What follows belongs to an exercise in optimizing a design on an open flow for a short achievable clock period and few clock cycles; a production flow would make more cautious choices. In this exercise RTL edits were held to simulation tests only and were not proved equivalent to the original.

==> raven: inputs <==
## lerc2_bs_stream
module lerc2_bs_stream (
    input  wire        clk,
    input  wire        rst,
    input  wire        start,
    output wire        start_ready,
    input  wire [31:0] total,
    input  wire [31:0] len,
    input  wire        in_valid,
    output wire        in_ready,
    input  wire [31:0] in_data,
    output wire        code_valid,
    input  wire        code_ready,
    output wire [31:0] code_data,
    output reg         done,
    output reg  [1:0]  err,
    output reg  [7:0]  err_arg
);
clock: 9.0 ns
lec_check: 0
abc_clock_period_in_ps: 2500
cap_margin: 20
cell_pad_in_sites_detail_placement: 1
cell_pad_in_sites_global_placement: 2
core_margin: 2
core_utilization: 35
place_density: 0.55
setup_slack_margin: 5
slew_margin: 20
standard.sh (not shown) runs the stock make flow with config.mk's settings and CLKGATE_MAP_FILE= SYNTH_SCRIPT=/design/flow/synth_recipe.tcl, a recipe that flattens the netlist after the stock synthesis.
==> flow/flow/run.sh <==
#!/bin/bash
# Standard layout, with timing repair aimed below the clock period: a larger
# setup margin for repair_timing and a tighter delay target for ABC.
set -euo pipefail
bash standard.sh SETUP_SLACK_MARGIN=6.5 ABC_CLOCK_PERIOD_IN_PS=2000 finish > standard_make.log 2>&1
==> lagoon: changes against raven <==
--- a/flow/design.v
+++ b/flow/design.v
@@ -30,12 +30,14 @@
     reg [5:0]   q_w     [0:1];
     reg         q_z     [0:1];   
     reg [31:0]  q_c     [0:1];
     reg         q_one   [0:1];   
     reg [8:0]   q_s     [0:1];   
     reg [31:0]  q_sh    [0:1];   
+    reg [5:0]   q_p     [0:1];   
+    reg [5:0]   q_p1    [0:1];
     reg [31:0]  q_m     [0:1];   
     reg [1:0]   q_err   [0:1];
     reg [7:0]   q_arg   [0:1];
     reg         q_rd, q_wr;      
     reg [1:0]   q_v;             
     wire        q_full  = q_v[0] && q_v[1];
@@ -58,12 +60,13 @@
     reg [8:0]   hs;
     reg [31:0]  hm;
     reg [8:0]   xs9, xc9;        
     reg [39:0]  rsum, rcar;      
     reg [39:0]  gsum, gcar;      
     reg [31:0]  hsh;             
+    reg [5:0]   hp, hp1;         
     reg [8:0]   pa;              
     reg         cv;              
     reg [7:0]   hb0;             
     reg         hbcz;            
     reg         hg1, hg5, hg9;   
     reg         tr;              
@@ -168,15 +171,16 @@
     endfunction
     wire [39:0] r_t = rsum + rcar;
     wire [39:0] g_t = gsum + gcar;
     wire [8:0]  pn  = pa + xs9 + xc9;
     wire        c_ok  = !cgt && !tr;
     reg         bv;              
-    reg         sp;              
-    reg         x1sp;            
+    reg         bsp;             
     reg [5:0]   bw;
+    reg [2:0]   bwh, bwh1, bwl;  
+    reg [5:0]   ep, ep1;         
     reg         bz;              
     reg [31:0]  bcnt;
     reg         bone;            
     reg [31:0]  bm;
     reg [8:0]   es;              
     reg [31:0]  fbh;             
@@ -192,29 +196,24 @@
     reg [31:0]  od, sd_r;
     assign code_valid = ov;
     assign code_data  = od;
     wire [5:0] fb    = es[8:3];                  
     reg        avr;              
     wire       room  = !(x1v && ov && sv);       
-    wire       c_bad = sp && cv && !c_ok;        
-    wire       fire  = bv && !c_bad && room && (bz || avr);
-    wire       x1bad = x1v && x1sp && c_bad;      
-    wire       x1mv  = x1v && !x1bad;
+    wire       fire  = bv && (!bsp || c_ok) && room && (bz || avr);
     wire       last  = fire && bone;
     wire       slot_free = !bv || last;
     wire       h_end = q_end[q_rd];
     wire       c_go  = cv && !q_full;
     wire       load_q   = slot_free && q_ne && !h_end;
-    wire       load_a2  = slot_free && !q_ne && (pst == P_A2) && a_go;
-    wire       load_b2  = slot_free && !q_ne && (pst == P_B2) && !sp;
-    wire       load_h   = load_a2 || load_b2;
+    wire       load_b2  = slot_free && !q_ne && (pst == P_B2);   
     wire       take_end = slot_free && q_ne && h_end && !end_pend;
     wire       q_pop  = load_q || take_end;
     wire       a1_ld  = ((pst == P_A1) && (!cv || c_go)) || (pst == P_A2);
     wire       a_push = (pst == P_A2) && a_end && !q_full;
-    wire       c_push = c_go && !(sp && c_ok);
+    wire       c_push = c_go && !(bsp && c_ok);
     wire       q_push = a_push || c_push;
     wire [39:0] xw;
     generate
         for (gi = 0; gi < 40; gi = gi + 1) begin : g_xw
             wire [31:0] t;
             for (gk = 0; gk < 32; gk = gk + 1) begin : g_k
@@ -224,34 +223,34 @@
         end
     endgenerate
     wire [39:0] x1n  = {xw[7:0], xw[15:8], xw[23:16], xw[31:24], xw[39:32]};
     wire [39:0] xsh  = x1d >> x1sh;
     wire [31:0] code = x1z ? {x1d[7:0], x1d[15:8], x1d[23:16], x1d[31:24]}
                            : (xsh[31:0] & x1m);
-    wire [5:0]  eb3 = {3'd0, es[2:0]} + {1'b0, bw[4:0]} + {bw[5], 5'd0};
-    wire [2:0]  ei  = eb3[5:3];
-    wire [8:0]  es_f = {fb + {3'd0, ei}, eb3[2:0]};
-    wire [31:0] fbh_f = rotl(fbh, ei);
-    wire [31:0] hsh_n = rotl(php, ho);
-    wire [31:0] hm_n  = h0 ? 32'd0 : (32'hFFFF_FFFF >> (6'd32 - hw));
-    wire        hone_n = (hc == 32'd1);
-    wire [8:0]  es_n = load_q ? q_s[q_rd] : load_h ? hs_n : fire ? es_f : es;
+    wire [3:0]  elo = {1'b0, es[2:0]} + {1'b0, bwl};
+    wire        ec  = elo[3];
+    wire [8:0]  es_f = {ec ? ep1 : ep, elo[2:0]};
+    wire [31:0] fbh_f = ec ? rotl(fbh, bwh1) : rotl(fbh, bwh);
+    wire [5:0]  epa = ep + {3'd0, bwh};
+    wire [5:0]  epb = epa + 6'd1;
+    wire [5:0]  epc = epa + 6'd2;
+    wire [8:0]  es_n = load_q ? q_s[q_rd] : load_b2 ? hs : fire ? es_f : es;
     function av;                 
         input [5:0] w, f;
         reg   [5:0] d;
         begin
             d  = w - f - 6'd5;
             av = !d[5];
         end
     endfunction
-    wire [3:0] av0 = {av(wpb, q_s[q_rd][8:3]), av(wpb, hs_n[8:3]),
-                      av(wpb, es_f[8:3]), av(wpb, fb)};
-    wire [3:0] av1 = {av(wpb + 6'd4, q_s[q_rd][8:3]), av(wpb + 6'd4, hs_n[8:3]),
-                      av(wpb + 6'd4, es_f[8:3]), av(wpb + 6'd4, fb)};
+    wire [3:0] av0 = {av(wpb, q_s[q_rd][8:3]), av(wpb, hs[8:3]),
+                      ec ? av(wpb, ep1) : av(wpb, ep), av(wpb, fb)};
+    wire [3:0] av1 = {av(wpb + 6'd4, q_s[q_rd][8:3]), av(wpb + 6'd4, hs[8:3]),
+                      ec ? av(wpb + 6'd4, ep1) : av(wpb + 6'd4, ep), av(wpb + 6'd4, fb)};
     wire [3:0] avw = wr ? av1 : av0;
-    wire       avr_n = load_q ? avw[3] : load_h ? avw[2] : fire ? avw[1] : avw[0];
+    wire       avr_n = load_q ? avw[3] : load_b2 ? avw[2] : fire ? avw[1] : avw[0];
     wire [5:0] sp_w  = wpb + 6'd4 - fb;
     wire [5:0] sp_nw = wpb - fb;
     always @(posedge clk) begin
         if (rst) begin
             active   <= 1'b0;
             wpw      <= 4'd0;
@@ -267,13 +266,13 @@
             lzero    <= 1'b1;
             gap      <= 34'd0;
             wacc     <= 2'd0;
             pp       <= 6'd0;
             php      <= 32'd1;
             bv       <= 1'b0;
-            sp       <= 1'b0;
+            bsp      <= 1'b0;
             es       <= 9'd0;
             avr      <= 1'b0;
             fbh      <= 32'd1;
             end_pend <= 1'b0;
             x1v      <= 1'b0;
             ov       <= 1'b0;
@@ -315,16 +314,18 @@
                 rsum   <= r4[39:0];
                 rcar   <= r4[79:40];
                 gsum   <= g4[39:0];
                 gcar   <= g4[79:40];
                 cgt    <= lmc[32];
                 left_n <= lmc[31:0];
-                hone   <= hone_n;
+                hone   <= (hc == 32'd1);
                 hs     <= hs_n;
-                hsh    <= hsh_n;
-                hm     <= hm_n;
+                hsh    <= rotl(php, ho);
+                hp     <= hs_n[8:3] + {3'd0, hw[5:3]};
+                hp1    <= hs_n[8:3] + {3'd0, hw[5:3]} + 6'd1;
+                hm     <= h0 ? 32'd0 : (32'hFFFF_FFFF >> (6'd32 - hw));
                 pa     <= {pp + (h0 ? 6'd9 : 6'd5), 3'b111};
             end
             if (pst == P_B2) begin
                 rem   <= r_t[34:3];
                 tr    <= r_t[39];
                 left  <= left_n;
@@ -350,12 +351,14 @@
                 q_w[q_wr]   <= hw;
                 q_z[q_wr]   <= h0;
                 q_c[q_wr]   <= hc;
                 q_one[q_wr] <= hone;
                 q_s[q_wr]   <= hs;
                 q_sh[q_wr]  <= hsh;
+                q_p[q_wr]   <= hp;
+                q_p1[q_wr]  <= hp1;
                 q_m[q_wr]   <= hm;
                 q_err[q_wr] <= !cv ? a_err : (cgt ? E_FIELD : E_TRUNC);
                 q_arg[q_wr] <= !cv ? a_arg : (cgt ? 8'd13 : 8'd0);
             end
             if (q_push) q_wr <= !q_wr;
             if (q_pop)  q_rd <= !q_rd;
@@ -370,60 +373,74 @@
                 x1sh <= ~es[2:0];
                 x1m  <= bm;
                 x1z  <= bz;
             end
             es  <= es_n;
             avr <= avr_n;
-            fbh <= load_q ? q_sh[q_rd] : load_h ? hsh_n : fire ? fbh_f : fbh;
+            fbh <= load_q ? q_sh[q_rd] : load_b2 ? hsh : fire ? fbh_f : fbh;
+            if (load_q) begin
+                ep  <= q_p[q_rd];
+                ep1 <= q_p1[q_rd];
+            end else if (load_b2) begin
+                ep  <= hp;
+                ep1 <= hp1;
+            end else if (fire) begin
+                ep  <= ec ? epb : epa;
+                ep1 <= ec ? epc : epb;
+            end
             if (slot_free) begin
                 if (q_ne) begin
                     bw   <= q_w[q_rd];
+                    bwh  <= q_w[q_rd][5:3];
+                    bwh1 <= q_w[q_rd][5:3] + 3'd1;
+                    bwl  <= q_w[q_rd][2:0];
                     bz   <= q_z[q_rd];
                     bcnt <= q_c[q_rd];
                     bone <= q_one[q_rd];
                     bm   <= q_m[q_rd];
                 end else begin
                     bw   <= hw;
+                    bwh  <= hw[5:3];
+                    bwh1 <= hw[5:3] + 3'd1;
+                    bwl  <= hw[2:0];
                     bz   <= h0;
                     bcnt <= hc;
-                    bone <= hone_n;
-                    bm   <= hm_n;
+                    bone <= hone;
+                    bm   <= hm;
                 end
-                bv  <= load_q || load_h;
+                bv  <= load_q || load_b2;
+                bsp <= load_b2;
             end
-            if (load_h) sp <= 1'b1;
             if (cv) begin
-                sp <= 1'b0;
-                if (c_bad) bv <= 1'b0;
+                bsp <= 1'b0;
+                if (bsp && !c_ok) bv <= 1'b0;
             end
             if (take_end) begin
                 end_pend <= 1'b1;
                 end_err  <= q_err[q_rd];
                 end_arg  <= q_arg[q_rd];
             end
-            if (cv)        x1sp <= 1'b0;
-            else if (room) x1sp <= sp;
             if (ov && !code_ready) begin
-                if (x1mv && !sv) begin
+                if (x1v && !sv) begin
                     sd_r <= code;
                     sv   <= 1'b1;
                     x1v  <= fire;
                 end else begin
-                    x1v  <= x1mv || fire;
+                    x1v  <= x1v || fire;
                 end
             end else if (sv) begin
                 od <= sd_r;
                 ov <= 1'b1;
-                if (x1mv) begin
+                if (x1v) begin
                     sd_r <= code;
                     x1v  <= fire;
                 end else begin
                     sv   <= 1'b0;
                     x1v  <= fire;
                 end
-            end else if (x1mv) begin
+            end else if (x1v) begin
                 od  <= code;
                 ov  <= 1'b1;
                 x1v <= fire;
             end else begin
                 ov  <= 1'b0;
                 x1v <= fire;
@@ -434,13 +451,13 @@
                 err_arg  <= end_arg;
                 active   <= 1'b0;
                 in_rdy   <= 1'b0;
                 pst      <= P_STOP;
                 cv       <= 1'b0;
                 bv       <= 1'b0;
-                sp       <= 1'b0;
+                bsp      <= 1'b0;
                 end_pend <= 1'b0;
             end
             if (accept) begin
                 active   <= 1'b1;
                 in_rdy   <= 1'b1;
                 wpw      <= 4'd0;
@@ -455,13 +472,13 @@
                 lzero    <= (total == 32'd0);
                 gap      <= 34'd0;
                 wacc     <= 2'd0;
                 pp       <= 6'd0;
                 php      <= 32'd1;
                 bv       <= 1'b0;
-                sp       <= 1'b0;
+                bsp      <= 1'b0;
                 es       <= 9'd0;
                 avr      <= 1'b0;
                 fbh      <= 32'd1;
                 end_pend <= 1'b0;
             end
         end
==> flow/run.sh (new file) <==
#!/bin/bash
# synth_recipe.tcl (not shown) runs the flow's synth.tcl, then flattens the netlist and writes it again
# the make line also repeats each setting of config.mk as NAME=value (left out here)
make -C /OpenROAD-flow-scripts/flow DESIGN_CONFIG=/design/flow/config.mk WORK_HOME=/design/flow/orfs CLKGATE_MAP_FILE= SYNTH_SCRIPT=/design/flow/synth_recipe.tcl finish
removed: flow/flow/run.sh
removed: flow/standard.sh
==> run summary <==
quantity                                                                          raven                   lagoon
Share of layout cells above drive strength 1                                      32.0%                    9.85%
Share of the synthesized area in the top cell type                                37.8%                    38.0%
Number of placed instances with taps included                                     10703                    11136
Portion of the post-synthesis area used by sequential elements                    43.0%                    43.0%
# fillers                                                                         24639                    26471
Post-synth EDFFs                                                                   1039                     1089
Buffers, non-clock                                                                 1312                      381
Capture instance of the worst register-to-register path                             avr                     hbcz
Routed WL per cell                                                              39.8 um                  38.0 um
Mapped Cells                                                                       8133                     8513
Upper clock frequency limit                                                     241 MHz                  248 MHz
Met3 Wirelength                                                                51900 um                 41100 um
Via density                                                                        6.71                     6.67
Endpoint required time on the critical path                                     9740 ps                  9440 ps
Result of the run                                               complete, no violations  complete, no violations
Register fraction of the total cell area                                          32.3%                    38.6%
Placed wire-length estimate                                                   266000 um                281000 um
Clock tree skew after final layout                                              96.9 ps                  79.5 ps
Resized Gates After CTS                                                            1853                       45
Cells on worst reg2reg path                                                          24                       10
Total inserted antenna cells                                                         20                       41
Share of final layout cell area taken by non-clock buffers                        13.5%                    3.47%
Overall die width                                                                489 um                   500 um
Testbench counts of raven, summed over its fixed seeds: cycles 25,999.
Testbench counts of lagoon, summed over its fixed seeds: cycles 26,314.

[what the ideal ports hide]
Ports are ideal in the flow. The routed layouts listed here were re-timed in OpenROAD. Step 1 assumes that a clkbuf_16 drives the clock port and a buf_2 every other input. Step 2 times the ports against the registers' clock, not the clock port: input delays grow and output delays shrink by t, the midpoint of the rising clock arrivals with the driver on. a / b / c = ideal ports / drivers / drivers and shift; a / b = the first two.
run | t (ns) | slack for setup (ns) | hold slack, ns | worst slew at a driven data input, ns
raven | 0.952 | 4.857 / 4.857 / 4.857 | 0.401 / 0.401 / 0.401 | 0.36
lagoon | 0.937 | 4.966 / 5.008 / 4.108 | 0.419 / 0.419 / 0.419 | 0.12
After both steps every run listed still meets setup and hold. For lagoon, which loses most, drivers alone change the setup slack by +0.042 ns; drivers and shift together by -0.858 ns.
